What follows belongs to an exercise in optimizing a design on an open flow for small area, a short achievable clock period and few clock cycles; a production flow would make more cautious choices. The RTL was checked by simulation tests, not by an equivalence proof against the original design.

$ cat flow/run.sh
#!/bin/bash
# synth_recipe.tcl (not shown) runs the flow's synth.tcl, then flattens the netlist and writes it again
# the make line also repeats each setting of config.mk as NAME=value (left out here)
make -C /OpenROAD-flow-scripts/flow DESIGN_CONFIG=/design/flow/config.mk WORK_HOME=/design/flow/orfs CLKGATE_MAP_FILE= SYNTH_SCRIPT=/design/flow/synth_recipe.tcl finish
$ cat flow/constraint.sdc
create_clock -name core_clock -period 16.0 [get_ports {clk}]
set_input_delay 3.2000 -clock core_clock [delete_from_list [all_inputs] [get_ports {clk}]]
set_output_delay 3.2000 -clock core_clock [all_outputs]
set_load 0.01 [all_outputs]
$ cat flow/design.v
module qd_core (
    input  wire        clk,
    input  wire        rst,             
    input  wire        req_valid,
    output wire        req_ready,
    input  wire [31:0] req_value,
    input  wire [31:0] req_cursor,
    input  wire [31:0] req_capacity,
    output wire        wr_valid,
    output wire [31:0] wr_addr,
    output wire [15:0] wr_data,
    output wire [1:0]  wr_be,
    output wire        rsp_valid,
    output wire [31:0] rsp_cursor,
    output wire [3:0]  rsp_len,
    output wire        rsp_status
);
    function [9:0] bcd8;
        input [7:0] b;
        reg   [17:0] s;
        integer i;
        begin
            s = {10'd0, b};
            for (i = 0; i < 8; i = i + 1) begin
                if (s[11:8]  >= 4'd5) s[11:8]  = s[11:8]  + 4'd3;
                if (s[15:12] >= 4'd5) s[15:12] = s[15:12] + 4'd3;
                s = s << 1;
            end
            bcd8 = s[17:8];
        end
    endfunction
    function [39:0] dd8;
        input [39:0] acc;
        input [7:0]  b;
        reg   [39:0] s;
        integer i, d;
        begin
            s = acc;
            for (i = 0; i < 8; i = i + 1) begin
                for (d = 0; d < 9; d = d + 1)
                    if ((d < 7) || (d == 7 && i >= 2) || (d == 8 && i >= 5))
                        if (s[4*d +: 4] >= 4'd5) s[4*d +: 4] = s[4*d +: 4] + 4'd3;
                s = {s[38:0], b[7 - i]};
            end
            dd8 = s;
        end
    endfunction
    reg         conv;        
    reg         beat;        
    reg         rsp;         
    reg         ready;       
    reg         st;          
    reg  [1:0]  cnt;         
    reg  [23:0] vlo;         
    reg  [39:0] bcd;         
    reg  [2:0]  p;           
    reg         single;      
    reg  [3:0]  len;         
    reg  [31:0] cur;         
    wire        cap_small  = (req_capacity[31:4] == 28'd0) && (req_capacity[3:0] < 4'd10);
    wire        nz3     = |req_value[31:24];
    wire        nz2     = |req_value[23:16];
    wire        nz1     = |req_value[15:8];
    wire [1:0]  top     = nz3 ? 2'd3 : nz2 ? 2'd2 : nz1 ? 2'd1 : 2'd0;
    wire [7:0]  topbyte = nz3 ? req_value[31:24] : nz2 ? req_value[23:16] :
                          nz1 ? req_value[15:8]  : req_value[7:0];
    wire [9:0]  top_bcd = bcd8(topbyte);
    wire        small_ge10  = (req_value[7:0] >= 8'd10);
    wire        small_ge100 = (req_value[7:0] >= 8'd100);
    wire [7:0]  nxt_byte = (cnt == 2'd3) ? vlo[23:16] : (cnt == 2'd2) ? vlo[15:8] : vlo[7:0];
    wire [39:0] bcd_step = dd8(bcd, nxt_byte);
    wire        pz4 = |bcd_step[39:32];
    wire        pz3 = |bcd_step[31:24];
    wire        pz2 = |bcd_step[23:16];
    wire        pz1 = |bcd_step[15:8];
    wire [2:0]  p_step = pz4 ? 3'd4 : pz3 ? 3'd3 : pz2 ? 3'd2 : pz1 ? 3'd1 : 3'd0;
    wire        odd_step = pz4 ? ~|bcd_step[39:36] : pz3 ? ~|bcd_step[31:28] :
                           pz2 ? ~|bcd_step[23:20] : pz1 ? ~|bcd_step[15:12] :
                           ~|bcd_step[7:4];
    reg  [7:0] pair;
    always @(*) begin
        case (p)
            3'd4:    pair = bcd[39:32];
            3'd3:    pair = bcd[31:24];
            3'd2:    pair = bcd[23:16];
            3'd1:    pair = bcd[15:8];
            default: pair = bcd[7:0];
        endcase
    end
    wire [1:0] step_len = beat ? (single ? 2'd1 : 2'd2) : 2'd0;
    wire [31:0] cur_next = cur + {30'd0, step_len};
    assign req_ready  = ready;
    assign wr_valid   = beat & ~rst;
    assign wr_addr    = cur;
    assign wr_data    = {4'h3, pair[3:0], 4'h3, single ? pair[3:0] : pair[7:4]};
    assign wr_be      = {~single, 1'b1};
    assign rsp_valid  = rsp & ~rst;
    assign rsp_cursor = cur_next;
    assign rsp_len    = len;
    assign rsp_status = st;
    always @(posedge clk) begin
        if (rst) begin
            conv  <= 1'b0;
            beat  <= 1'b0;
            rsp   <= 1'b0;
            ready <= 1'b1;
        end else if (req_valid && ready) begin
            cur <= req_cursor;
            if (cap_small) begin
                st    <= 1'b1;
                len   <= 4'd0;
                conv  <= 1'b0;
                beat  <= 1'b0;
                rsp   <= 1'b1;
                ready <= 1'b1;
            end else begin
                st  <= 1'b0;
                vlo <= req_value[23:0];
                cnt <= top;
                bcd <= {30'd0, top_bcd};
                if (top == 2'd0) begin
                    conv   <= 1'b0;
                    beat   <= 1'b1;
                    p      <= {2'd0, small_ge100};
                    single <= ~small_ge10 | small_ge100;
                    len    <= small_ge100 ? 4'd3 : small_ge10 ? 4'd2 : 4'd1;
                    rsp    <= ~small_ge100;
                    ready  <= ~small_ge100;
                end else begin
                    conv  <= 1'b1;
                    beat  <= 1'b0;
                    rsp   <= 1'b0;
                    ready <= 1'b0;
                end
            end
        end else if (conv) begin
            bcd <= bcd_step;
            cnt <= cnt - 2'd1;
            if (cnt == 2'd1) begin
                conv   <= 1'b0;
                beat   <= 1'b1;
                p      <= p_step;
                single <= odd_step;
                len    <= {p_step, 1'b0} + 4'd2 - {3'd0, odd_step};
                rsp    <= (p_step == 3'd0);
                ready  <= (p_step == 3'd0);
            end
        end else if (beat) begin
            cur    <= cur_next;
            single <= 1'b0;
            p      <= p - 3'd1;
            rsp    <= (p == 3'd1);
            ready  <= (p[2:1] == 2'd0);
            if (p == 3'd0) beat <= 1'b0;
        end else begin
            rsp   <= 1'b0;
            ready <= 1'b1;
        end
    end
endmodule
$ cat flow/config.mk
export PLATFORM = sky130hd
export DESIGN_NAME = qd_core
export DESIGN_NICKNAME = qd_core
export VERILOG_FILES = /design/flow/design.v
export SDC_FILE = /design/flow/constraint.sdc
export NUM_CORES = 4
export LEC_CHECK = 0
export CAP_MARGIN = 20
export CORE_MARGIN = 2
export CORE_UTILIZATION = 40
export SLEW_MARGIN = 20
==> impl_metrics.csv, run 1 <==
group,metric,value,unit
synthesis,synth_edf_count,107,
setup_path,start_kind,"flop",
timing,hold_viol,0,
global_routing,grt_pass1_wl,73000,um
timing,setup_viol,0,
global_routing,grt-ovfl-total,0,
run_status,status,"no timing/DRC/antenna violations",
placement,place_inst,2632,
final_layout,nets,2334,
timing,worst_pin_slew,0.985,ns
timing,max_freq,0.0880,GHz
detailed_routing,num_vias,15400,
synthesis,async_flop_share,0,%
setup_path,crit_fanout,12,
clock_network,clock_latency,0.37,ns
clock_network,cts.sinks,111,
setup_path,critical_path_arrival,11.45,ns
setup_path,reg2reg_from,"bcd[0]",
synthesis,syn-cell-area,15900,um2
setup_path,slowest_stage,"mux2i_1",
synthesis,ys_seq_area_share,20.7,%
floorplan,pin_count,189,
floorplan,coreArea,38900,um2
final_layout,synthToLayoutAreaGrowth,15.6,%
floorplan,rows,72,
clock_network,postCtsSetupRepairBufs,0,
clock_network,cts_tree,"built",
clock_network,cts_resized,0,
timing,skew,0.0132,ns
floorplan,die_w,203,um
setup_path,critPathMaxStageDelay,0.64,ns
synthesis,synth.distinct_cells,132,
setup_path,end_kind,"flop",
timing,fin_crit,11.37,ns
setup_path,r2r_slack,4.63,ns
timing,rsz0062_at_grt,"false",
clock_network,root_buffer,"clkbuf_16",
detailed_routing,drt_iter0_drc,1027,
timing,finalHoldWorstSlack,0.616,ns
setup_path,worst_path_most_repeated_cell,"ha_1",
placement,place.port_buffers,178,
setup_path,reg2reg_depth,48,
placement,place_congestion,0.898,
detailed_routing,drc,0,
clock_network,htree_num_levels,3,
clock_network,holdBufCountCts,0,
detailed_routing,avgRoutedWirePerCell,17.1,um
detailed_routing,final_antenna_net_count,0,
synthesis,syn_inst,1988,
floorplan,die_y,203,um
setup_path,cp-startpoint,"bcd[0]",
detailed_routing,via_per_inst,5.81,
run,cap_violations,0,
setup_path,worst-setup-path-type,"flop to flop",
detailed_routing,first_pass_iters,9,
timing,maxSlewViolCount,0,
global_routing,grt_max_degree,86,
setup_path,critPathRequiredTime,16.08,ns
global_routing,grt_pass1_vias,14400,
detailed_routing,totalWireLength,45200,um
clock_network,cts_buffer_depth,2,
placement,hpwl,35900,um
synthesis,yosys_warnings,1,
worst_hold_path,hold_class,"flop to flop",
final_layout,diodes,0,
timing,tns,0,ns
synthesis,syn_avg_cell_area,7.99,um2
timing,fin_crit_sh,71.0,%
final_layout,final_cells,2648,
floorplan,initial_utilization,40.8,%
setup_path,rr_endpoint,"len[3]",
global_routing,antenna_found_initial,0,
synthesis,ys_ff_latch,111,
setup_path,setup.worst_path.end,"len[3]",
clock_network,numCtsBuffers,9,
global_routing,grt_use_total,21.4,%
placement,dpl_worst_slack,4.81,ns
timing,finalWorstSetupSlack,4.63,ns
timing,relSlewSlack,32.4,%
synthesis,synth-main-ff-cell,"edfxtp_1",
final_layout,drive_gt1_share,8.92,%
floorplan,die-area,41300,um2
clock_network,clk_pin_slew,0.08,ns
final cells by class:
cell class                 count  area (um2)
sequential                   111        3290
clock inverter                 6        56.3
clock buffer                   9         225
inverter                     136         513
tap                          518         648
fill                        3859       20600
multi-input combinational   1683       11800
timing repair buffer         185        1850
synthesized netlist by cell type, types with 25 or more instances:
library cell    n  share of area (%)
o21ai_0        79                2.5
ha_1          108                8.5
clkbuf_1       31               0.73
mux2_2         28                2.0
nor3_1         44                1.4
nor2b_1        26                1.0
inv_1         126                3.0
nand3_1        42                1.3
nor2_1        279                6.6
xnor2_1        51                2.8
edfxtp_1      107                 20
a21oi_1       115                3.6
nand2_1       160                3.8
nand2b_1       35                1.4
mux2i_1        62                3.9
a211oi_1       41                1.9
o21a_1         25                1.2
placed cells by master (no fill, tap or decap), drive strengths merged, types with 29 or more instances in the layout:
cell type      count
nor2             281
clkdlybuf4s50    178
nand2            161
inv              138
a21oi            128
o21ai            111
ha               108
edfxtp           107
mux2i             66
xnor2             61
a211oi            53
nor3              45
nand3             43
nand2b            35
mux2              31
o211ai            29
logic make-up after synthesis:
logic type	synth area share, %
muxes	6.58
adders and majority gates	8.83
other	0.0473
DFF	20.7
buffers and inverters	5.55
AOI/OAI and AO/OA	28.9
and+or+nand+nor	23.7
xor gates and xnor gates	5.63
layer usage:
layer | track usage (%) | share of wire, % | up-vias
li1 | - | - | 7682
met1 | 28.4 | 46 | 7257
met2 | 35.9 | 46 | 412
met3 | 4.71 | 7.0 | 27
met4 | 4.17 | 1.1 | 0
met5 | 0 | 0 | -
stage by stage:
stage          util, %  instance area [um2]
6_report          47.2                18400
5_1_grt           47.2                18400
4_1_cts           47.1                18300
3_5_place_dp      46.4                18000
3_3_place_gp      46.4                18000
2_1_floorplan        -                15900
worst max-delay path: cells and delay by family, from the launching register on:
kind,cells,cell delay (ns)
adder cells (fa/ha/maj),8,2.03
XOR/XNOR,4,0.77
buffers and inverters,4,0.35
multiplexers,4,1.32
AO/OA/AOI/OAI,12,2.93
AND/OR/NAND/NOR,16,3.16
flip-flops,1,0.52
state kept, by name (all words and copies together) (netlist names):
name	flops
beat	1
p	3
rsp	1
vlo	24
len	4
conv	1
cnt	2
cur	32
single	1
st	1
ready	1
bcd	40
how the worst min path moves through the flow:
| stage | startpoint | to | slack [ns] | cells past startpoint |
|---|---|---|---|---|
| finish | beat | ready | 0.62 | 3 |
| global route | beat | ready | 0.66 | 3 |
| CTS | beat | ready | 0.63 | 3 |
| detailed placement | beat | ready | 0.60 | 3 |
| global placement | beat | ready | 0.59 | 3 |
| floorplan | beat | ready | 0.53 | 3 |
Testbench counts, summed over its fixed seeds: cycles 15,321.
==> run 2: changes to the inputs <==
--- a/flow/design.v
+++ b/flow/design.v
@@ -15,6 +15,15 @@
     output wire [3:0]  rsp_len,
     output wire        rsp_status
 );
+    function [3:0] add3;
+        input [3:0] a;
+        begin
+            add3[3] = a[3] | (a[2] & a[1]) | (a[2] & a[0]);
+            add3[2] = (a[3] & a[0]) | (a[2] & ~a[1] & ~a[0]);
+            add3[1] = (a[1] & a[0]) | (a[3] & ~a[0]) | (~a[2] & a[1]);
+            add3[0] = (a[3] & ~a[0]) | (~a[3] & ~a[2] & a[0]) | (a[2] & a[1] & ~a[0]);
+        end
+    endfunction
     function [9:0] bcd8;
         input [7:0] b;
         reg   [17:0] s;
@@ -22,8 +31,8 @@
         begin
             s = {10'd0, b};
             for (i = 0; i < 8; i = i + 1) begin
-                if (s[11:8]  >= 4'd5) s[11:8]  = s[11:8]  + 4'd3;
-                if (s[15:12] >= 4'd5) s[15:12] = s[15:12] + 4'd3;
+                s[11:8]  = add3(s[11:8]);
+                s[15:12] = add3(s[15:12]);
                 s = s << 1;
             end
             bcd8 = s[17:8];
@@ -39,7 +48,7 @@
             for (i = 0; i < 8; i = i + 1) begin
                 for (d = 0; d < 9; d = d + 1)
                     if ((d < 7) || (d == 7 && i >= 2) || (d == 8 && i >= 5))
-                        if (s[4*d +: 4] >= 4'd5) s[4*d +: 4] = s[4*d +: 4] + 4'd3;
+                        s[4*d +: 4] = add3(s[4*d +: 4]);
                 s = {s[38:0], b[7 - i]};
             end
             dd8 = s;
--- a/flow/config.mk
+++ b/flow/config.mk
@@ -5,6 +5,7 @@
 export SDC_FILE = /design/flow/constraint.sdc
 export NUM_CORES = 4
 export LEC_CHECK = 0
+export ABC_AREA = 1
 export CAP_MARGIN = 20
 export CORE_MARGIN = 2
 export CORE_UTILIZATION = 40
==> impl_metrics.csv, run 2 <==
group,metric,value,unit
floorplan,die_y,177,um
clock_network,root_buffer,"clkbuf_16",
setup_path,start_kind,"flop",
synthesis,syn-cell-area,11900,um2
floorplan,die_w,177,um
setup_path,end_kind,"output pin",
synthesis,yosys_warnings,1,
timing,setup_viol,0,
clock_network,cts_tree,"built",
setup_path,critPathRequiredTime,12.80,ns
placement,hpwl,28100,um
synthesis,synth-main-ff-cell,"edfxtp_1",
timing,hold_viol,0,
global_routing,grt_use_total,22.0,%
timing,skew,0.0185,ns
floorplan,coreArea,29500,um2
final_layout,drive_gt1_share,6.49,%
synthesis,yosysTopAreaCellShare,29.5,%
global_routing,grt_pass1_wl,55600,um
synthesis,ys_ff_latch,111,
floorplan,die-area,31200,um2
floorplan,initial_utilization,40.5,%
clock_network,holdBufCountCts,0,
worst_hold_path,holdCritStartpoint,"rsp",
synthesis,ys_seq_area_share,27.6,%
global_routing,grt_max_degree,79,
final_layout,reg_top3,"bcd: 40 flops, cur: 32 flops, vlo: 24 flops",
timing,max_freq,0.122,GHz
setup_path,worst-setup-path-type,"flop to output pin",
timing,relSlewSlack,39.7,%
detailed_routing,drt_iter0_drc,787,
synthesis,syn_inst,2053,
final_layout,final_area,14400,um2
final_layout,top_register,"bcd",
synthesis,synth.distinct_cells,60,
detailed_routing,totalWireLength,34300,um
run,cap_violations,0,
final_layout,diodes,0,
timing,maxSlewViolCount,0,
global_routing,antenna_found_initial,1,
detailed_routing,avgRoutedWirePerCell,13.1,um
final_layout,largest_reg_flops,40,
detailed_routing,via_per_inst,4.93,
synthesis,syn_avg_cell_area,5.81,um2
setup_path,reg2reg_from,"cnt[0]",
clock_network,numCtsBuffers,9,
global_routing,grt_pass1_vias,11900,
placement,place.port_buffers,178,
timing,finalHoldWorstSlack,0.543,ns
synthesis,async_flop_share,0,%
final_layout,final_cell_mix,"937 x nand2_1, 232 x inv_1, 213 x nand3_1, 178 x clkdlybuf4s50_1, 172 x nor2_1",
timing,fin_crit_sh,51.2,%
floorplan,rows,63,
setup_path,rr_endpoint,"len[2]",
synthesis,yosysMostFrequentCell,"nand2_1",
clock_network,clock_latency,0.37,ns
placement,place_congestion,0.853,
worst_hold_path,hold_path_depth,2,
final_layout,final_cells,2623,
synthesis,synth_edf_count,107,
clock_network,htree_num_levels,3,
synthesis,synthTopCellsByArea,"nand2_1 30%, edfxtp_1 27%, nand3_1 8.9%, inv_1 7.3%, nor2_1 5.5%",
setup_path,crit_fanout,7,
setup_path,critical_path_arrival,4.99,ns
clock_network,cts_buffer_depth,2,
timing,fin_crit,8.19,ns
final_layout,nets,2340,
clock_network,cts.sinks,111,
timing,rsz0062_at_grt,"false",
final_layout,final_common_cell,"nand2_1",
detailed_routing,drc,0,
setup_path,r2r_slack,11.15,ns
detailed_routing,final_antenna_net_count,0,
placement,place_inst,2607,
timing,worst_pin_slew,0.904,ns
setup_path,reg2reg_depth,34,
synthesis,synth_common_cells,"938 x nand2_1, 232 x inv_1, 213 x nand3_1",
detailed_routing,num_vias,12900,
run_status,status,"no timing/DRC/antenna violations",
setup_path,cp-startpoint,"single",
timing,tns,0,ns
synthesis,synth_largest_area_cell,"nand2_1",
final_layout,synthToLayoutAreaGrowth,21.1,%
global_routing,grt-ovfl-total,0,
clock_network,clk_pin_slew,0.08,ns
clock_network,postCtsSetupRepairBufs,0,
placement,dpl_cell_area,14100,um2
clock_network,cts_resized,0,
worst_hold_path,hold_class,"flop to flop",
worst_hold_path,hold_path_end,"rsp",
detailed_routing,first_pass_iters,9,
floorplan,pin_count,189,
==> run 2: critical path, cell delays in order (launching register included) <==
cell,delay [ns]
edfxtp_1,0.51
nand2_1,0.11
inv_1,0.07
ha_1,0.15
inv_1,0.05
fa_1,0.41
nor3_1,0.31
nand3_1,0.20
nor4b_1,0.54
nand3_1,0.23
nor3b_1,0.36
nand4_1,0.20
nor2_1,0.20
nand3_1,0.13
nor2_1,0.23
nand4_1,0.14
xnor2_1,0.23
clkdlybuf4s50_1,0.58
==> run 2: area by class of cell <==
type / count / area, um2
tap: 390 / 488
fill: 3036 / 15000
clock inverter: 7 / 80.1
timing repair buffer: 185 / 1840
clock buffer: 9 / 225
multi-input combinational: 1662 / 7550
inverter: 259 / 972
sequential: 111 / 3290
==> run 2: worst max path at each step <==
stage                     endpoint
finish              rsp_cursor[30]
global route        rsp_cursor[30]
CTS                 rsp_cursor[30]
detailed placement        wr_valid
global placement          wr_valid
floorplan                 wr_valid
==> run 2: stage by stage <==
stage	util [%]	setup slack, ns
final	49.0	7.81
after global routing	49.0	7.32
after CTS	49.0	7.76
after detailed placement	48.0	8.02
after global placement	47.9	8.03
after floorplan	-	9.22
==> run 2: cell families after synthesis <==
group / count (synthesis) / share of synthesized area [%]
AND/OR/NAND/NOR: 1455 / 51.5
buffers and inverters: 287 / 9.47
AO/OA/AOI/OAI: 157 / 7.90
flip-flops: 111 / 27.6
XOR/XNOR: 28 / 2.06
adder cells (fa/ha/maj): 13 / 1.43
other: 2 / 0.0630
==> run 2: metal layers <==
layer / vias to the layer above / wire length (um) / track usage (%)
li1: 6886 / - / -
met1: 5705 / 15700 / 28.0
met2: 299 / 16300 / 38.7
met3: 31 / 1830 / 4.04
met4: 2 / 473 / 4.58
met5: - / 13 / 0
Testbench counts of run 2, summed over its fixed seeds: cycles 15,321.
==> run 3: changes to the inputs <==
--- a/flow/config.mk
+++ b/flow/config.mk
@@ -5,7 +5,6 @@
 export SDC_FILE = /design/flow/constraint.sdc
 export NUM_CORES = 4
 export LEC_CHECK = 0
-export ABC_AREA = 1
 export CAP_MARGIN = 20
 export CORE_MARGIN = 2
 export CORE_UTILIZATION = 40
==> impl_metrics.csv, run 3 <==
group,metric,value,unit
floorplan,die_y,207,um
setup_path,worst_path_most_repeated_cell,"ha_1",
setup_path,critPathMaxStageDelay,0.94,ns
clock_network,cts_resized,0,
final_layout,diodes,0,
setup_path,end_kind,"flop",
floorplan,die-area,42800,um2
global_routing,grt_pass1_vias,16900,
clock_network,holdBufCountCts,0,
clock_network,postCtsSetupRepairBufs,0,
placement,place.port_buffers,178,
placement,dpl_cell_area,18400,um2
clock_network,cts.sinks,111,
detailed_routing,totalWireLength,56700,um
synthesis,synth_edf_count,107,
synthesis,synth_common_cells,"318 x nor2_1, 228 x nand2_1, 161 x a21oi_1",
placement,hpwl,41500,um
synthesis,ys_seq_area_share,20.0,%
final_layout,final_area,18800,um2
timing,setup_viol,0,
timing,fin_crit_sh,52.9,%
placement,place_congestion,0.936,
detailed_routing,avgRoutedWirePerCell,19.6,um
global_routing,grt_pass1_wl,89800,um
setup_path,cp-startpoint,"cnt[0]",
final_layout,drive_gt1_share,5.75,%
worst_hold_path,holdCritStartpoint,"beat",
run_status,status,"no timing/DRC/antenna violations",
synthesis,synth_largest_area_cell,"edfxtp_1",
setup_path,start_kind,"flop",
setup_path,cp_cell_sequence,"inv_1 > ha_1 > mux2_2 > o21ai_2 > o22a_1 > a32o_1 > a31oi_1 > o311a_1 > nor4b_4 > a2bb2oi_1 > a2111oi_4 > nor4b_2 > o22ai_2 > nor3b_1 > or4_4 > or4_4 > o211ai_2 > and2_1 > ha_1 > inv_1 > ha_1 > nor3_1 > nor3_1",
detailed_routing,drc,0,
detailed_routing,via_per_inst,6.53,
floorplan,initial_utilization,40.4,%
final_layout,top_register,"bcd",
synthesis,async_flop_share,0,%
synthesis,yosys_warnings,1,
timing,max_freq,0.118,GHz
synthesis,syn_inst,2317,
clock_network,clock_latency,0.37,ns
synthesis,synth.distinct_cells,120,
synthesis,synthTopCellsByArea,"edfxtp_1 20%, nor2_1 7.3%, nand2_1 5.2%, a21oi_1 4.9%, o21ai_0 3.8%",
timing,finalWorstSetupSlack,7.54,ns
worst_hold_path,hold_class,"flop to flop",
synthesis,ys_ff_latch,111,
final_layout,final.fill_count,4119,
synthesis,synth-main-ff-cell,"edfxtp_1",
detailed_routing,drt_iter0_drc,1961,
global_routing,antenna_found_initial,0,
final_layout,reg_top3,"bcd: 40 flops, cur: 32 flops, vlo: 24 flops",
setup_path,critical_path_arrival,8.56,ns
setup_path,worst-setup-path-type,"flop to flop",
timing,tns,0,ns
timing,worst_pin_slew,1.11,ns
global_routing,grt_max_degree,70,
detailed_routing,first_pass_iters,8,
floorplan,pin_count,189,
synthesis,yosysTopAreaCellShare,19.5,%
timing,relSlewSlack,26.3,%
clock_network,cts_tree,"built",
timing,skew,0.0154,ns
synthesis,yosysMostFrequentCell,"nor2_1",
final_layout,largest_reg_flops,40,
run,cap_violations,0,
clock_network,clk_pin_slew,0.08,ns
timing,rsz0062_at_grt,"false",
timing,maxSlewViolCount,0,
final_layout,synthToLayoutAreaGrowth,14.0,%
clock_network,numCtsBuffers,9,
placement,dpl_worst_slack,7.62,ns
floorplan,rows,74,
setup_path,critPathRequiredTime,16.10,ns
timing,fin_crit,8.46,ns
setup_path,slowest_stage,"nor4b_4",
global_routing,grt-ovfl-total,0,
final_layout,nets,2471,
synthesis,syn_avg_cell_area,7.10,um2
detailed_routing,final_antenna_net_count,0,
clock_network,root_buffer,"clkbuf_16",
final_layout,final_common_cell,"nor2_1",
floorplan,coreArea,40700,um2
synthesis,syn-cell-area,16500,um2
final_layout,postLayoutCoreUtil,46.1,%
setup_path,crit_fanout,18,
floorplan,die_w,207,um
detailed_routing,num_vias,18900,
global_routing,grt_use_total,25.5,%
timing,hold_viol,0,
clock_network,htree_num_levels,3,
clock_network,cts_buffer_depth,2,
final_layout,final_cell_mix,"318 x nor2_1, 227 x nand2_1, 178 x clkdlybuf4s50_1, 161 x a21oi_1, 124 x o21ai_0",
setup_path,reg2reg_from,"cnt[0]",
[run 3: through the flow]
step                      cells  hold WS (ns)
after floorplan            2324         0.525
after global placement     2879         0.583
after detailed placement   2879         0.592
after CTS                  2895         0.621
after global routing       2896         0.668
final                      2896         0.623
[run 3: critical path: cells and delay by family (launching register included)]
| family | cells | cell delay, ns |
|---|---|---|
| AOI/OAI and AO/OA | 9 | 3.17 |
| adders and majority gates | 3 | 0.90 |
| buffers and inverters | 2 | 0.12 |
| DFF | 1 | 0.44 |
| muxes | 1 | 0.48 |
| and+or+nand+nor | 8 | 3.08 |
[run 3: cell type report]
class / instances / area (um2) / area share, %
Sequential cell: 111 / 3290 / 17.5
Tap cell: 532 / 666 / 3.55
Inverter: 50 / 188 / 1.00
Clock inverter: 7 / 88.8 / 0.473
Multi-Input combinational cell: 1981 / 12300 / 65.5
Timing Repair Buffer: 206 / 2010 / 10.7
Clock buffer: 9 / 225 / 1.20
[run 3: path summary, 6_finish.rpt]
| kind | cells after the start | slack [ns] | endpoint |
|---|---|---|---|
| max | 23 | 7.54 | len[3] |
| min | 2 | 0.62 | rsp |
| max reg2reg | 23 | 7.54 | len[3] |
| min reg2reg | 2 | 0.62 | rsp |
[run 3: routing by layer]
metal / wire length [um] / GRT usage, %
met1: 24900 / 34.7
met4: 826 / 5.37
met3: 4490 / 4.87
met5: 0 / 0
met2: 26500 / 42.0
[run 3: kinds of logic (layout without fill, tap and decap cells)]
kind of cell / after synthesis / count (layout) / synth area share [%]
simple gates: 1013 / 1013 / 30.0
other cells: 2 / 9 / 0.0456
buf+inv: 232 / 272 / 5.81
fa+ha+maj: 19 / 19 / 1.40
compound gates: 831 / 831 / 36.3
flops: 111 / 111 / 20.0
mux: 56 / 56 / 3.62
xor+xnor: 53 / 53 / 2.82
==> run 4: changes to the inputs <==
--- a/flow/design.v
+++ b/flow/design.v
@@ -15,41 +15,56 @@
     output wire [3:0]  rsp_len,
     output wire        rsp_status
 );
-    function [3:0] add3;
-        input [3:0] a;
+    function [3:0] stp;
+        input [3:0] x;
         begin
-            add3[3] = a[3] | (a[2] & a[1]) | (a[2] & a[0]);
-            add3[2] = (a[3] & a[0]) | (a[2] & ~a[1] & ~a[0]);
-            add3[1] = (a[1] & a[0]) | (a[3] & ~a[0]) | (~a[2] & a[1]);
-            add3[0] = (a[3] & ~a[0]) | (~a[3] & ~a[2] & a[0]) | (a[2] & a[1] & ~a[0]);
+            stp[3] = (x[0] & x[2]) | (x[1] & x[2]);
+            stp[2] = (~x[0] & ~x[1] & x[2]) | (x[0] & x[3]);
+            stp[1] = (x[1] & ~x[2]) | (~x[0] & ~x[1] & x[2]) | (x[0] & x[1]) | (x[3]);
+            stp[0] = (x[0] & ~x[2]) | (~x[0] & x[2]) | (x[3]);
         end
     endfunction
-    function [9:0] bcd8;
+    function [3:0] dec;
+        input [3:0] x;
+        begin
+            dec[3] = (x[0] & x[1] & x[3]);
+            dec[2] = (x[2] & ~x[3]) | (~x[0] & x[3]) | (~x[1] & x[3]);
+            dec[1] = (~x[0] & x[1]) | (x[1] & ~x[2] & ~x[3]) | (x[0] & ~x[1] & x[3]);
+            dec[0] = (x[0] & ~x[2] & ~x[3]) | (~x[0] & x[3]) | (x[2] & x[3]);
+        end
+    endfunction
+    function [11:0] dec8;
         input [7:0] b;
-        reg   [17:0] s;
-        integer i;
+        reg   [11:0] s, t;
+        reg   [12:0] ext;
+        integer i, d;
         begin
-            s = {10'd0, b};
+            s = 12'd0;
             for (i = 0; i < 8; i = i + 1) begin
-                s[11:8]  = add3(s[11:8]);
-                s[15:12] = add3(s[15:12]);
-                s = s << 1;
+                ext = {s, b[7 - i]};
+                for (d = 0; d < 3; d = d + 1)
+                    t[4*d +: 4] = stp({s[4*d +: 3], ext[4*d]});
+                s = t;
             end
-            bcd8 = s[17:8];
+            dec8 = s;
         end
     endfunction
     function [39:0] dd8;
         input [39:0] acc;
         input [7:0]  b;
-        reg   [39:0] s;
+        reg   [39:0] s, t;
+        reg   [40:0] ext;
         integer i, d;
         begin
             s = acc;
             for (i = 0; i < 8; i = i + 1) begin
-                for (d = 0; d < 9; d = d + 1)
-                    if ((d < 7) || (d == 7 && i >= 2) || (d == 8 && i >= 5))
-                        s[4*d +: 4] = add3(s[4*d +: 4]);
-                s = {s[38:0], b[7 - i]};
+                ext = {s, b[7 - i]};
+                for (d = 0; d < 10; d = d + 1)
+                    if (d <= 7 || (d == 8 && i >= 2) || (d == 9 && i >= 5))
+                        t[4*d +: 4] = stp({s[4*d +: 3], ext[4*d]});
+                    else
+                        t[4*d +: 4] = 4'd0;
+                s = t;
             end
             dd8 = s;
         end
@@ -73,7 +88,7 @@
     wire [1:0]  top     = nz3 ? 2'd3 : nz2 ? 2'd2 : nz1 ? 2'd1 : 2'd0;
     wire [7:0]  topbyte = nz3 ? req_value[31:24] : nz2 ? req_value[23:16] :
                           nz1 ? req_value[15:8]  : req_value[7:0];
-    wire [9:0]  top_bcd = bcd8(topbyte);
+    wire [11:0] top_dec = dec8(topbyte);
     wire        small_ge10  = (req_value[7:0] >= 8'd10);
     wire        small_ge100 = (req_value[7:0] >= 8'd100);
     wire [7:0]  nxt_byte = (cnt == 2'd3) ? vlo[23:16] : (cnt == 2'd2) ? vlo[15:8] : vlo[7:0];
@@ -96,12 +111,27 @@
             default: pair = bcd[7:0];
         endcase
     end
-    wire [1:0] step_len = beat ? (single ? 2'd1 : 2'd2) : 2'd0;
-    wire [31:0] cur_next = cur + {30'd0, step_len};
+    wire [1:0]  step_len = beat ? (single ? 2'd1 : 2'd2) : 2'd0;
+    wire        inc_c1   = cur[0] & step_len[0];
+    wire        inc_h1   = cur[1] ^ step_len[1];
+    wire        inc_c2   = (cur[1] & step_len[1]) | (inc_h1 & inc_c1);
+    wire [31:0] cur_next;
+    assign cur_next[0] = cur[0] ^ step_len[0];
+    assign cur_next[1] = inc_h1 ^ inc_c1;
+    genvar gi;
+    generate
+        for (gi = 2; gi < 32; gi = gi + 1) begin : g_inc
+            if (gi == 2) begin : g_first
+                assign cur_next[gi] = cur[gi] ^ inc_c2;
+            end else begin : g_rest
+                assign cur_next[gi] = cur[gi] ^ (inc_c2 & (&cur[gi-1:2]));
+            end
+        end
+    endgenerate
     assign req_ready  = ready;
     assign wr_valid   = beat & ~rst;
     assign wr_addr    = cur;
-    assign wr_data    = {4'h3, pair[3:0], 4'h3, single ? pair[3:0] : pair[7:4]};
+    assign wr_data    = {4'h3, dec(pair[3:0]), 4'h3, dec(single ? pair[3:0] : pair[7:4])};
     assign wr_be      = {~single, 1'b1};
     assign rsp_valid  = rsp & ~rst;
     assign rsp_cursor = cur_next;
@@ -126,7 +156,7 @@
                 st  <= 1'b0;
                 vlo <= req_value[23:0];
                 cnt <= top;
-                bcd <= {30'd0, top_bcd};
+                bcd <= {28'd0, top_dec};
                 if (top == 2'd0) begin
                     conv   <= 1'b0;
                     beat   <= 1'b1;
--- a/flow/config.mk
+++ b/flow/config.mk
@@ -5,6 +5,7 @@
 export SDC_FILE = /design/flow/constraint.sdc
 export NUM_CORES = 4
 export LEC_CHECK = 0
+export ABC_AREA = 1
 export CAP_MARGIN = 20
 export CORE_MARGIN = 2
 export CORE_UTILIZATION = 40
==> impl_metrics.csv, run 4 <==
group,metric,value,unit
clock_network,htree_num_levels,3,
synthesis,syn_avg_cell_area,6.81,um2
setup_path,cp-startpoint,"single",
global_routing,gr-usage-met3,4.25,%
synthesis,synth_top_family_by_area,"simple AND/OR/NAND/NOR gates",
final_layout,final_common_cell,"nand2_1",
placement,place_congestion,0.843,
synthesis,synthMuxAreaShare,0,%
worst_hold_path,hold_class,"flop to flop",
floorplan,die_y,167,um
setup_path,worst-setup-path-type,"flop to output pin",
detailed_routing,totalWireLength,28400,um
placement,hpwl,22800,um
clock_network,cts_buffer_depth,2,
timing,skew,0.0170,ns
timing,setup_viol,0,
floorplan,rows,59,
timing,rsz0062_at_grt,"false",
timing,finalWorstSetupSlack,7.74,ns
clock_network,clk_pin_slew,0.08,ns
setup_path,r2r_slack,9.09,ns
synthesis,yosysMostFrequentCell,"nand2_1",
placement,place.port_buffers,178,
synthesis,syn-cell-area,10600,um2
floorplan,coreArea,26100,um2
synthesis,ys_seq_area_share,31.0,%
setup_path,critPathRequiredTime,12.80,ns
detailed_routing,final_antenna_net_count,0,
clock_network,cts.sinks,111,
global_routing,grt_pass1_wl,46100,um
run,cap_violations,0,
global_routing,grt_max_degree,65,
detailed_routing,via_per_inst,4.96,
setup_path,end_kind,"output pin",
synthesis,synth_common_cells,"428 x nand2_1, 264 x inv_1, 155 x nor2_1",
setup_path,crit_fanout,6,
timing,worst_pin_slew,0.766,ns
global_routing,grt_use_total,20.2,%
synthesis,synth_simple_gate_area_share,31.5,%
clock_network,postCtsSetupRepairBufs,0,
synthesis,synthXorXnorAreaFrac,2.28,%
synthesis,syn_inst,1560,
detailed_routing,drt_iter0_drc,578,
timing,hold_viol,0,
global_routing,busiest_layer,"met2",
setup_path,reg2reg_from,"cnt[0]",
synthesis,synth_compound_area_share,13.4,%
synthesis,synthTopCellsByArea,"edfxtp_1 30%, nand2_1 15%, ha_1 10%, inv_1 9.3%, a21oi_1 6.0%",
synthesis,ys_ff_latch,111,
setup_path,slowest_stage,"clkdlybuf4s50_1",
worst_hold_path,holdCritStartpoint,"ready",
global_routing,antenna_found_initial,0,
setup_path,start_kind,"flop",
clock_network,cts_tree,"built",
global_routing,met1_usage,26.6,%
clock_network,cts_resized,0,
detailed_routing,num_vias,10300,
synthesis,async_flop_share,0,%
final_layout,reg_top3,"bcd: 40 flops, cur: 32 flops, vlo: 24 flops",
clock_network,holdBufCountCts,0,
run_status,status,"no timing/DRC/antenna violations",
placement,dpl_worst_slack,8.06,ns
timing,max_freq,0.121,GHz
timing,maxSlewViolCount,0,
detailed_routing,avgRoutedWirePerCell,13.7,um
final_layout,drive_gt1_share,5.05,%
timing,fin_crit,8.26,ns
synthesis,synthAdderAreaFrac,10.7,%
timing,fin_crit_sh,51.6,%
final_layout,postLayoutCoreUtil,50.3,%
setup_path,critPathMaxStageDelay,0.58,ns
clock_network,root_buffer,"clkbuf_16",
final_layout,synthToLayoutAreaGrowth,23.3,%
synthesis,yosys_warnings,1,
synthesis,yosysTopAreaCellShare,30.2,%
detailed_routing,drc,0,
timing,relSlewSlack,48.9,%
setup_path,worst_path_most_repeated_cell,"nor2_4",
floorplan,die-area,27900,um2
synthesis,synth.distinct_cells,56,
final_layout,largest_reg_flops,40,
global_routing,grt_pass1_vias,9630,
clock_network,numCtsBuffers,9,
clock_network,clock_latency,0.37,ns
detailed_routing,first_pass_iters,7,
floorplan,die_w,167,um
final_layout,final_cell_mix,"427 x nand2_1, 263 x inv_1, 178 x clkdlybuf4s50_1, 154 x nor2_1, 127 x a21oi_1",
timing,tns,0,ns
global_routing,met2_usage,33.7,%
final_layout,diodes,0,
global_routing,grt-ovfl-total,0,
final_layout,nets,1925,
timing,finalHoldWorstSlack,0.540,ns
setup_path,critical_path_arrival,5.06,ns
floorplan,initial_utilization,40.8,%
synthesis,synth_edf_count,107,
final_layout,top_register,"bcd",
synthesis,synth_largest_area_cell,"edfxtp_1",
synthesis,synth-main-ff-cell,"edfxtp_1",
floorplan,pin_count,189,
[run 4: cell families after synthesis]
logic type      count (synthesis)
other cells                     2
simple gates                  772
xor+xnor                       26
fa+ha+maj                      90
flops                         111
buf+inv                       304
compound gates                255
[run 4: metrics by stage]
step | std cells | area [um2]
2_1_floorplan | 1567 | 10700
3_3_place_gp | 2060 | 12800
3_5_place_dp | 2060 | 12800
4_1_cts | 2076 | 13100
5_1_grt | 2076 | 13100
6_report | 2076 | 13100
[run 4: final cells by class]
cell class / instances / area [um2]
fillers: 2613 / 13000
multi-input cells: 1152 / 6200
flip-flops and latches: 111 / 3290
repair buffers: 184 / 1830
inverters: 278 / 1050
well taps: 335 / 419
clock buffers: 9 / 225
clock inverters: 7 / 81.3
[run 4: worst paths after layout]
kind                    end  cells past startpoint
max          rsp_cursor[30]                     34
min                   ready                      2
min reg2reg           ready                      2
max reg2reg          len[3]                     41
[run 4: metal layers]
layer | part of all wire, % | vias up
met1 | 46 | 4617
met3 | 6.7 | 29
met4 | 1.5 | 0
met5 | 0 | -
li1 | - | 5403
met2 | 46 | 251
[run 4: critical path: cells and delay by family (launching register included)]
| family | cells | cell delay (ns) |
|---|---|---|
| simple gates | 26 | 2.87 |
| buf+inv | 5 | 0.80 |
| flops | 1 | 0.48 |
| fa+ha+maj | 2 | 0.35 |
| xor+xnor | 1 | 0.16 |
Testbench counts of run 4, summed over its fixed seeds: cycles 15,321.
==> run 5: changes to the inputs <==
--- a/flow/design.v
+++ b/flow/design.v
@@ -81,6 +81,7 @@
     reg         single;      
     reg  [3:0]  len;         
     reg  [31:0] cur;         
+    reg  [2:0]  blk;         
     wire        cap_small  = (req_capacity[31:4] == 28'd0) && (req_capacity[3:0] < 4'd10);
     wire        nz3     = |req_value[31:24];
     wire        nz2     = |req_value[23:16];
@@ -121,13 +122,20 @@
     genvar gi;
     generate
         for (gi = 2; gi < 32; gi = gi + 1) begin : g_inc
-            if (gi == 2) begin : g_first
-                assign cur_next[gi] = cur[gi] ^ inc_c2;
-            end else begin : g_rest
-                assign cur_next[gi] = cur[gi] ^ (inc_c2 & (&cur[gi-1:2]));
-            end
+            localparam integer J = (gi - 2) / 8;     
+            localparam integer B = 8 * J + 2;        
+            wire blocks_below = (J == 0) ? 1'b1 : &blk[(J == 0 ? 0 : J - 1):0];
+            wire bits_below   = (gi == B) ? 1'b1 : &cur[(gi == B ? B : gi - 1):B];
+            assign cur_next[gi] = cur[gi] ^ (inc_c2 & blocks_below & bits_below);
         end
     endgenerate
+    function [2:0] blocks;
+        input [31:0] c;
+        integer j;
+        begin
+            for (j = 0; j < 3; j = j + 1) blocks[j] = &c[8*j+2 +: 8];
+        end
+    endfunction
     assign req_ready  = ready;
     assign wr_valid   = beat & ~rst;
     assign wr_addr    = cur;
@@ -145,6 +153,7 @@
             ready <= 1'b1;
         end else if (req_valid && ready) begin
             cur <= req_cursor;
+            blk <= blocks(req_cursor);
             if (cap_small) begin
                 st    <= 1'b1;
                 len   <= 4'd0;
@@ -186,6 +195,7 @@
             end
         end else if (beat) begin
             cur    <= cur_next;
+            blk    <= blocks(cur_next);
             single <= 1'b0;
             p      <= p - 3'd1;
             rsp    <= (p == 3'd1);
==> impl_metrics.csv, run 5 <==
group,metric,value,unit
run_status,status,"no timing/DRC/antenna violations",
global_routing,grt-ovfl-total,0,
detailed_routing,totalWireLength,29900,um
synthesis,synth_edf_count,110,
floorplan,pin_count,189,
timing,skew,0.0151,ns
setup_path,cp-startpoint,"rst",
clock_network,postCtsSetupRepairBufs,0,
detailed_routing,final_antenna_net_count,0,
detailed_routing,avgRoutedWirePerCell,13.8,um
synthesis,synth.distinct_cells,67,
clock_network,htree_num_levels,4,
synthesis,syn_inst,1596,
synthesis,ys_ff_latch,114,
clock_network,cts_tree,"built",
synthesis,yosysMostFrequentCell,"nand2_1",
global_routing,grt_pass1_vias,10300,
clock_network,clock_latency,0.42,ns
placement,hpwl,24100,um
final_layout,drive_gt1_share,12.0,%
timing,finalWorstSetupSlack,8.09,ns
synthesis,yosys_warnings,1,
final_layout,diodes,0,
final_layout,nets,1970,
timing,worst_pin_slew,0.794,ns
detailed_routing,via_per_inst,4.93,
floorplan,die_y,173,um
synthesis,ys_seq_area_share,29.8,%
detailed_routing,drt_iter0_drc,642,
final_layout,reg_top3,"bcd: 40 flops, cur: 32 flops, vlo: 24 flops",
global_routing,grt_pass1_wl,49400,um
global_routing,grt_use_total,20.2,%
clock_network,cts_buffer_depth,2,
setup_path,rr_endpoint,"len[3]",
timing,fin_crit_sh,49.4,%
placement,place_inst,2137,
timing,setup_viol,0,
timing,tns,0,ns
floorplan,coreArea,27900,um2
setup_path,start_kind,"input port",
setup_path,r2r_slack,9.30,ns
clock_network,cts.sinks,114,
synthesis,synthTopCellsByArea,"edfxtp_1 29%, nand2_1 13%, ha_1 10%, inv_1 8.4%, nor2_1 5.5%",
detailed_routing,num_vias,10700,
final_layout,top_register,"bcd",
clock_network,clk_pin_slew,0.06,ns
final_layout,postLayoutCoreUtil,50.9,%
timing,maxSlewViolCount,0,
setup_path,critPathRequiredTime,12.80,ns
clock_network,numCtsBuffers,17,
synthesis,async_flop_share,0,%
timing,max_freq,0.126,GHz
timing,relSlewSlack,47.1,%
setup_path,worst-setup-path-type,"input port to output pin",
final_layout,synthToLayoutAreaGrowth,24.6,%
final_layout,final_cell_mix,"397 x nand2_1, 253 x inv_1, 178 x clkdlybuf4s50_1, 165 x nor2_1, 110 x edfxtp_1",
final_layout,final_cells,2169,
floorplan,rows,61,
detailed_routing,drc,0,
floorplan,initial_utilization,40.8,%
synthesis,syn-cell-area,11400,um2
clock_network,holdBufCountCts,0,
synthesis,yosysTopAreaCellShare,29.0,%
final_layout,largest_reg_flops,40,
placement,dpl_worst_slack,8.09,ns
synthesis,synth_largest_area_cell,"edfxtp_1",
setup_path,end_kind,"output pin",
synthesis,syn_avg_cell_area,7.13,um2
synthesis,synth_common_cells,"398 x nand2_1, 253 x inv_1, 166 x nor2_1",
timing,fin_crit,7.91,ns
timing,rsz0062_at_grt,"false",
setup_path,crit_fanout,9,
global_routing,grt_max_degree,73,
global_routing,antenna_found_initial,0,
timing,hold_viol,0,
setup_path,reg2reg_depth,41,
worst_hold_path,hold_class,"flop to flop",
placement,place_congestion,0.855,
synthesis,synth-main-ff-cell,"edfxtp_1",
run,cap_violations,0,
setup_path,critical_path_arrival,4.71,ns
setup_path,reg2reg_from,"cnt[0]",
detailed_routing,first_pass_iters,5,
clock_network,cts_resized,0,
floorplan,die_w,173,um
final_layout,final_common_cell,"nand2_1",
setup_path,setup.worst_path.end,"wr_valid",
clock_network,root_buffer,"clkbuf_16",
floorplan,die-area,29800,um2
placement,place.port_buffers,178,
==> run 5: cell families after synthesis <==
| logic type | after synthesis | share of synthesized area [%] |
|---|---|---|
| AOI/OAI and AO/OA | 262 | 14.6 |
| xor gates and xnor gates | 20 | 1.54 |
| adders and majority gates | 93 | 10.3 |
| buffers and inverters | 316 | 10.9 |
| DFF | 114 | 29.8 |
| other | 2 | 0.0660 |
| and+or+nand+nor | 789 | 32.9 |
==> run 5: area by class of cell <==
cell class / instances / area [um2]
fillers: 2740 / 13700
multi-input cells: 1173 / 6810
flip-flops and latches: 114 / 3380
repair buffers: 184 / 1830
inverters: 288 / 1080
well taps: 378 / 473
clock buffers: 17 / 425
clock inverters: 15 / 170
==> run 5: worst max-delay path, cell delays in order <==
cell and delay, ns:
clkdlybuf4s50_1 0.66, nor2_1 0.25, clkdlybuf4s50_1 0.60
==> run 5: worst min path at each step <==
stage           from     to  slack [ns]  depth (start not counted)
2_1_floorplan    rsp    rsp        0.51                          2
3_3_place_gp   ready  ready        0.54                          2
3_5_place_dp   ready  ready        0.53                          2
4_1_cts        ready  ready        0.55                          2
5_1_grt        ready  ready        0.58                          2
6_report       ready  ready        0.54                          2
==> run 5: through the flow <==
step	hold slack, ns	cell area (um2)
floorplan	0.513	11400
global placement	0.537	13600
detailed placement	0.530	13600
CTS	0.548	14200
global route	0.578	14200
finish	0.541	14200
==> run 5: per-layer routing <==
layer | global-route usage (%) | up-vias | share of wire [%]
li1 | - | 5564 | -
met1 | 25.9 | 4862 | 46
met2 | 34.4 | 250 | 47
met3 | 5.26 | 20 | 6.6
met4 | 4.27 | 0 | 0.88
met5 | 0 | - | 0
Testbench counts of run 5, summed over its fixed seeds: cycles 15,321.
==> run 6: changes to the inputs <==
==> flow/flow/run.sh (new file) <==
#!/bin/bash
# Layout flow: the standard synthesis and layout (standard.sh), with two
# changes to how the layout is made:
#  - the port buffers that global placement inserts are buf_1 cells rather
#    than the delay-buffer cells buffer_ports picks on its own;
set -euo pipefail
export BUFFER_PORTS_ARGS="-buffer_cell sky130_fd_sc_hd__buf_1"
export SETUP_SLACK_MARGIN="${QD_SETUP_MARGIN:-8.5}"
bash standard.sh synth > log_synth.txt 2>&1
bash standard.sh floorplan > log_floorplan.txt 2>&1
bash standard.sh place > log_place.txt 2>&1
bash standard.sh cts > log_cts.txt 2>&1
bash standard.sh route > log_route.txt 2>&1
bash standard.sh finish > log_finish.txt 2>&1
==> flow/standard.sh (new file) <==
#!/bin/bash
# synth_recipe.tcl (not shown) runs the flow's synth.tcl, then flattens the netlist and writes it again
# the make line also repeats each setting of config.mk as NAME=value (left out here)
make -C /OpenROAD-flow-scripts/flow DESIGN_CONFIG=/design/flow/config.mk WORK_HOME=/design/flow/orfs CLKGATE_MAP_FILE= SYNTH_SCRIPT=/design/flow/synth_recipe.tcl "${@:-finish}"
removed: flow/run.sh
==> impl_metrics.csv, run 6 <==
group,metric,value,unit
run_status,status,"no timing/DRC/antenna violations",
final_layout,drive_gt1_share,12.0,%
setup_path,crit_fanout,9,
detailed_routing,dr_wl_met3,1520,um
synthesis,ys_seq_area_share,29.8,%
floorplan,initial_utilization,40.8,%
detailed_routing,drt_iter0_drc,607,
detailed_routing,first_pass_iters,5,
placement,place_inst,2136,
clock_network,root_buffer,"clkbuf_16",
final_layout,postLayoutCoreUtil,46.9,%
synthesis,ys_ff_latch,114,
synthesis,synth_edf_count,110,
setup_path,critPathBufInv,2,
final_layout,final_area,13100,um2
setup_path,end_kind,"output pin",
timing,rsz0062_at_grt,"false",
timing,max_freq,0.139,GHz
clock_network,postCtsSetupRepairBufs,0,
setup_path,critPathMaxStageDelay,0.46,ns
floorplan,rows,61,
synthesis,yosysMostFrequentCell,"nand2_1",
timing,fin_crit,7.18,ns
final_layout,reg_top3,"bcd: 40 flops, cur: 32 flops, vlo: 24 flops",
setup_path,worst_path_most_repeated_cell,"buf_1",
synthesis,synth-main-ff-cell,"edfxtp_1",
clock_network,cts_resized,0,
clock_network,clock_latency,0.42,ns
run,cap_violations,0,
synthesis,syn_inst,1596,
clock_network,cts_tree,"built",
synthesis,syn-cell-area,11400,um2
timing,maxSlewViolCount,0,
synthesis,synth_largest_area_cell,"edfxtp_1",
detailed_routing,met2_length,13300,um
clock_network,cts.sinks,114,
timing,setup_viol,0,
floorplan,die-area,29800,um2
placement,place.port_buffers,178,
placement,hpwl,23500,um
detailed_routing,drc,0,
final_layout,synthToLayoutAreaGrowth,14.8,%
timing,tns,0,ns
detailed_routing,avgRoutedWirePerCell,13.4,um
floorplan,die_w,173,um
timing,worst_pin_slew,0.784,ns
final_layout,final_cell_mix,"397 x nand2_1, 253 x inv_1, 178 x buf_1, 165 x nor2_1, 110 x edfxtp_1",
setup_path,cp_cell_sequence,"buf_1 > nor2_1 > buf_1",
floorplan,die_y,173,um
global_routing,grt_pass1_wl,48300,um
final_layout,final_cells,2168,
setup_path,slowest_stage,"buf_1",
synthesis,synthTopCellsByArea,"edfxtp_1 29%, nand2_1 13%, ha_1 10%, inv_1 8.4%, nor2_1 5.5%",
final_layout,nets,1969,
clock_network,cts_buffer_depth,2,
floorplan,coreArea,27900,um2
detailed_routing,final_antenna_net_count,0,
final_layout,final_common_cell,"nand2_1",
synthesis,synth.distinct_cells,67,
final_layout,largest_reg_flops,40,
detailed_routing,drt-met1-wl,13700,um
timing,skew,0.0135,ns
final_layout,final.fill_count,2779,
setup_path,critical_path_arrival,3.98,ns
synthesis,yosysTopAreaCellShare,29.0,%
global_routing,grt_use_total,19.6,%
timing,hold_viol,0,
synthesis,syn_avg_cell_area,7.13,um2
detailed_routing,totalWireLength,29000,um
setup_path,start_kind,"input port",
setup_path,critPathRequiredTime,12.80,ns
clock_network,clk_pin_slew,0.06,ns
setup_path,worst-setup-path-type,"input port to output pin",
timing,relSlewSlack,47.2,%
global_routing,antenna_found_initial,0,
setup_path,cp_top_family,"buffers and inverters",
synthesis,synth_common_cells,"398 x nand2_1, 253 x inv_1, 166 x nor2_1",
global_routing,grt-ovfl-total,0,
floorplan,pin_count,189,
final_layout,diodes,0,
global_routing,grt_pass1_vias,10200,
clock_network,holdBufCountCts,0,
global_routing,grt_max_degree,61,
detailed_routing,num_vias,10600,
synthesis,async_flop_share,0,%
placement,dpl_cell_area,12500,um2
clock_network,numCtsBuffers,17,
timing,fin_crit_sh,44.9,%
synthesis,yosys_warnings,1,
detailed_routing,via_per_inst,4.91,
worst_hold_path,hold_class,"flop to flop",
placement,place_congestion,0.904,
clock_network,htree_num_levels,4,
detailed_routing,top_layer,"met4",
final_layout,top_register,"bcd",
==> run 6: cell counts after synthesis <==
Identical to the previous run, type by type.
==> run 6: worst reg2reg max path: cells and delay by family (launching register included) <==
kind            cells  cell delay [ns]
flops               1             0.44
simple gates       11             1.11
buf+inv            10             0.88
compound gates      9             1.82
fa+ha+maj          11             2.32
==> run 6: layout make-up <==
type,count,area [um2],share of cell area (%)
multi-input cells,1173,6810,52.2
flip-flops and latches,114,3380,25.9
inverters,288,1080,8.30
repair buffers,183,706,5.41
well taps,378,473,3.62
clock buffers,17,425,3.26
clock inverters,15,171,1.31
==> run 6: logic make-up after synthesis <==
family,synth area share [%]
flip-flops,29.8
AND/OR/NAND/NOR,32.9
XOR/XNOR,1.54
adder cells (fa/ha/maj),10.3
buffers and inverters,10.9
AO/OA/AOI/OAI,14.6
other,0.0660
==> run 6: routing by layer <==
metal  vias to the layer above  global-route usage [%]
li1                       5560                       -
met3                        25                    3.85
met1                      4802                    25.9
met5                         -                       0
met4                         0                    5.20
met2                       259                    32.8
==> run 6: per-stage QoR <==
step / worst slack (ns) / hold WS (ns)
3_3_place_gp: 8.74 / 0.528
5_1_grt: 8.59 / 0.564
4_1_cts: 8.78 / 0.552
2_1_floorplan: 9.22 / 0.513
3_5_place_dp: 8.72 / 0.536
6_report: 8.82 / 0.541
==> run 6: worst paths after layout <==
check | slack, ns | endpoint | cells after the start | start
worst max-delay path | 8.82 | wr_valid | 3 | rst
worst min-delay path | 0.54 | ready | 2 | ready
worst max register to register | 9.18 | len[3] | 41 | cnt[0]
worst min register to register | 0.54 | ready | 2 | ready
==> run 7: changes to the inputs <==
--- a/flow/flow/run.sh
+++ b/flow/flow/run.sh
@@ -5,7 +5,7 @@
 #    than the delay-buffer cells buffer_ports picks on its own;
 set -euo pipefail
 export BUFFER_PORTS_ARGS="-buffer_cell sky130_fd_sc_hd__buf_1"
-export SETUP_SLACK_MARGIN="${QD_SETUP_MARGIN:-8.5}"
+export SETUP_SLACK_MARGIN="${QD_SETUP_MARGIN:-9.5}"
 bash standard.sh synth > log_synth.txt 2>&1
 bash standard.sh floorplan > log_floorplan.txt 2>&1
 bash standard.sh place > log_place.txt 2>&1
==> impl_metrics.csv, run 7 <==
group,metric,value,unit
setup_path,cp_cell_sequence,"buf_12 > nor2_4 > buf_6",
clock_network,cts.sinks,114,
clock_network,htree_num_levels,4,
global_routing,grt-ovfl-total,0,
synthesis,synth_common_cells,"398 x nand2_1, 253 x inv_1, 166 x nor2_1",
floorplan,rows,61,
synthesis,yosysMostFrequentCell,"nand2_1",
setup_path,slowest_stage,"buf_6",
synthesis,synth.distinct_cells,67,
placement,place.port_buffers,178,
final_layout,top_register,"bcd",
timing,maxSlewViolCount,0,
clock_network,clock_latency,0.42,ns
synthesis,yosysTopAreaCellShare,29.0,%
timing,finalHoldWorstSlack,0.543,ns
setup_path,start_kind,"input port",
detailed_routing,first_pass_iters,6,
worst_hold_path,hold_class,"flop to flop",
clock_network,clk_pin_slew,0.06,ns
clock_network,cts_buffer_depth,2,
setup_path,critPathBufInv,2,
final_layout,final_common_cell,"nand2_1",
clock_network,holdBufCountCts,0,
timing,relSlewSlack,45.9,%
placement,hpwl,23200,um
setup_path,critPathMaxStageDelay,0.12,ns
floorplan,die-area,29800,um2
detailed_routing,drc,0,
timing,fin_crit,6.72,ns
global_routing,antenna_found_initial,0,
final_layout,reg_top3,"bcd: 40 flops, cur: 32 flops, vlo: 24 flops",
final_layout,largest_reg_flops,40,
detailed_routing,totalWireLength,30300,um
floorplan,die_y,173,um
global_routing,grt_pass1_vias,10300,
detailed_routing,avgRoutedWirePerCell,13.6,um
final_layout,diodes,0,
timing,rsz0062_at_grt,"true",
final_layout,drive_gt1_share,19.2,%
final_layout,postLayoutCoreUtil,50.6,%
setup_path,worst-setup-path-type,"input port to output pin",
detailed_routing,num_vias,11000,
placement,place_congestion,0.882,
detailed_routing,final_antenna_net_count,0,
global_routing,grt_use_total,19.7,%
final_layout,final_area,14100,um2
clock_network,numCtsBuffers,17,
setup_path,crit_fanout,4,
synthesis,synth_edf_count,110,
setup_path,cp_top_family,"buffers and inverters",
synthesis,ys_seq_area_share,29.8,%
timing,worst_pin_slew,0.811,ns
floorplan,initial_utilization,40.8,%
global_routing,grt_max_degree,72,
final_layout,synthToLayoutAreaGrowth,23.9,%
run,cap_violations,0,
timing,skew,0.0111,ns
synthesis,synth_largest_area_cell,"edfxtp_1",
final_layout,final.fill_count,2680,
run_status,status,"no timing/DRC/antenna violations",
setup_path,critPathRequiredTime,12.80,ns
detailed_routing,via_per_inst,4.96,
floorplan,die_w,173,um
synthesis,syn-cell-area,11400,um2
synthesis,async_flop_share,0,%
placement,dpl_cell_area,12500,um2
timing,tns,0,ns
synthesis,syn_inst,1596,
synthesis,yosys_warnings,1,
final_layout,final_cell_mix,"386 x nand2_1, 244 x inv_1, 170 x buf_1, 152 x nor2_1, 110 x edfxtp_1",
timing,fin_crit_sh,42.0,%
synthesis,synthTopCellsByArea,"edfxtp_1 29%, nand2_1 13%, ha_1 10%, inv_1 8.4%, nor2_1 5.5%",
synthesis,syn_avg_cell_area,7.13,um2
synthesis,ys_ff_latch,114,
timing,max_freq,0.149,GHz
floorplan,coreArea,27900,um2
clock_network,root_buffer,"clkbuf_16",
global_routing,grt_pass1_wl,48500,um
setup_path,critical_path_arrival,3.52,ns
synthesis,synth-main-ff-cell,"edfxtp_1",
final_layout,nets,2026,
setup_path,end_kind,"output pin",
floorplan,pin_count,189,
timing,setup_viol,0,
detailed_routing,drt_iter0_drc,700,
clock_network,cts_tree,"built",
timing,hold_viol,0,
-- run 7: changes by cell type in the layout (fill, tap and decap cells not counted), sizes merged --
| cell | previous run | this run |
|---|---|---|
| clkinvlp | 1 | 2 |
| buf | 183 | 236 |
| clkinv | 7 | 10 |
| inv | 293 | 284 |
| clkbuf | 17 | 21 |
| bufinv | 2 | 5 |
-- run 7: path summary, 6_finish.rpt --
kind	start	endpoint	slack, ns	cells after the start
max reg2reg	cnt[0]	len[3]	9.93	43
max	rst	wr_valid	9.28	3
min reg2reg	ready	ready	0.54	2
min	ready	ready	0.54	2
-- run 7: logic make-up after synthesis --
group                      Yosys count  synth area share (%)
other                                2                0.0660
xor gates and xnor gates            20                  1.54
adders and majority gates           93                  10.3
AOI/OAI and AO/OA                  262                  14.6
DFF                                114                  29.8
and+or+nand+nor                    789                  32.9
buffers and inverters              316                  10.9
-- run 7: area by class of cell --
type                    instances  area, um2  area share, %
multi-input cells            1173       7310           51.9
flip-flops and latches        114       3380           24.0
inverters                     288       1100           7.79
well taps                     378        473           3.36
clock buffers                  17        425           3.02
repair buffers                240       1200           8.55
clock inverters                13        193           1.37
-- run 7: repair_timing --
action	in CTS	in global routing
pin swaps	13	42
buffers inserted	15	42
endpoints found under the setup margin	19	21
resized for setup	36	98
gates cloned	0	0
endpoints found under the hold margin	0	0
-- run 7: per-stage QoR --
stage / instances / setup WS, ns
2_1_floorplan: 1603 / 9.36
3_3_place_gp: 2136 / 8.82
3_5_place_dp: 2136 / 8.78
4_1_cts: 2181 / 9.25
5_1_grt: 2223 / 9.25
6_report: 2223 / 9.28
-- run 7: metal layers --
metal	global-route usage [%]	part of all wire, %
met4	6.27	2.1
met2	33.2	47
met1	25.6	45
met3	3.58	5.9
met5	0	0
-- run 7: tightest hold or removal path: stages, from the launching register on --
cell     delay [ns]
dfxtp_1        0.34
nand2_1        0.08
nand3_1        0.07

## what the ideal ports hide
Ports are ideal in the flow. The routed layouts listed here were re-timed in OpenROAD.
Step 1, drivers: a clkbuf_16 drives clk and a buf_2 each remaining input, both assumed.
Step 2 also shifts input and output timing later by t, the mid clock arrival at the registers, as if the neighbouring blocks saw the same clock.
Slacks: ideal / step 1 / step 2; pairs: ideal / step 1.
run | t (ns) | setup slack, ns | worst register clock-pin slew, ns
run 1 | 0.414 | 4.632 / 4.632 / 4.632 | 0.09 / 0.09
run 2 | 0.412 | 7.808 / 7.756 / 7.977 | 0.09 / 0.09
run 3 | 0.415 | 7.536 / 7.536 / 7.536 | 0.09 / 0.09
run 4 | 0.415 | 7.743 / 7.695 / 8.102 | 0.10 / 0.10
run 5 | 0.464 | 8.089 / 8.057 / 8.057 | 0.07 / 0.07
run 6 | 0.462 | 8.818 / 8.789 / 8.644 | 0.07 / 0.07
run 7 | 0.459 | 9.277 / 9.230 / 9.022 | 0.06 / 0.06
After both steps setup and hold are still met in every run listed. For run 7, which loses most, drivers alone change the setup slack by -0.047 ns; drivers and shift together by -0.255 ns.
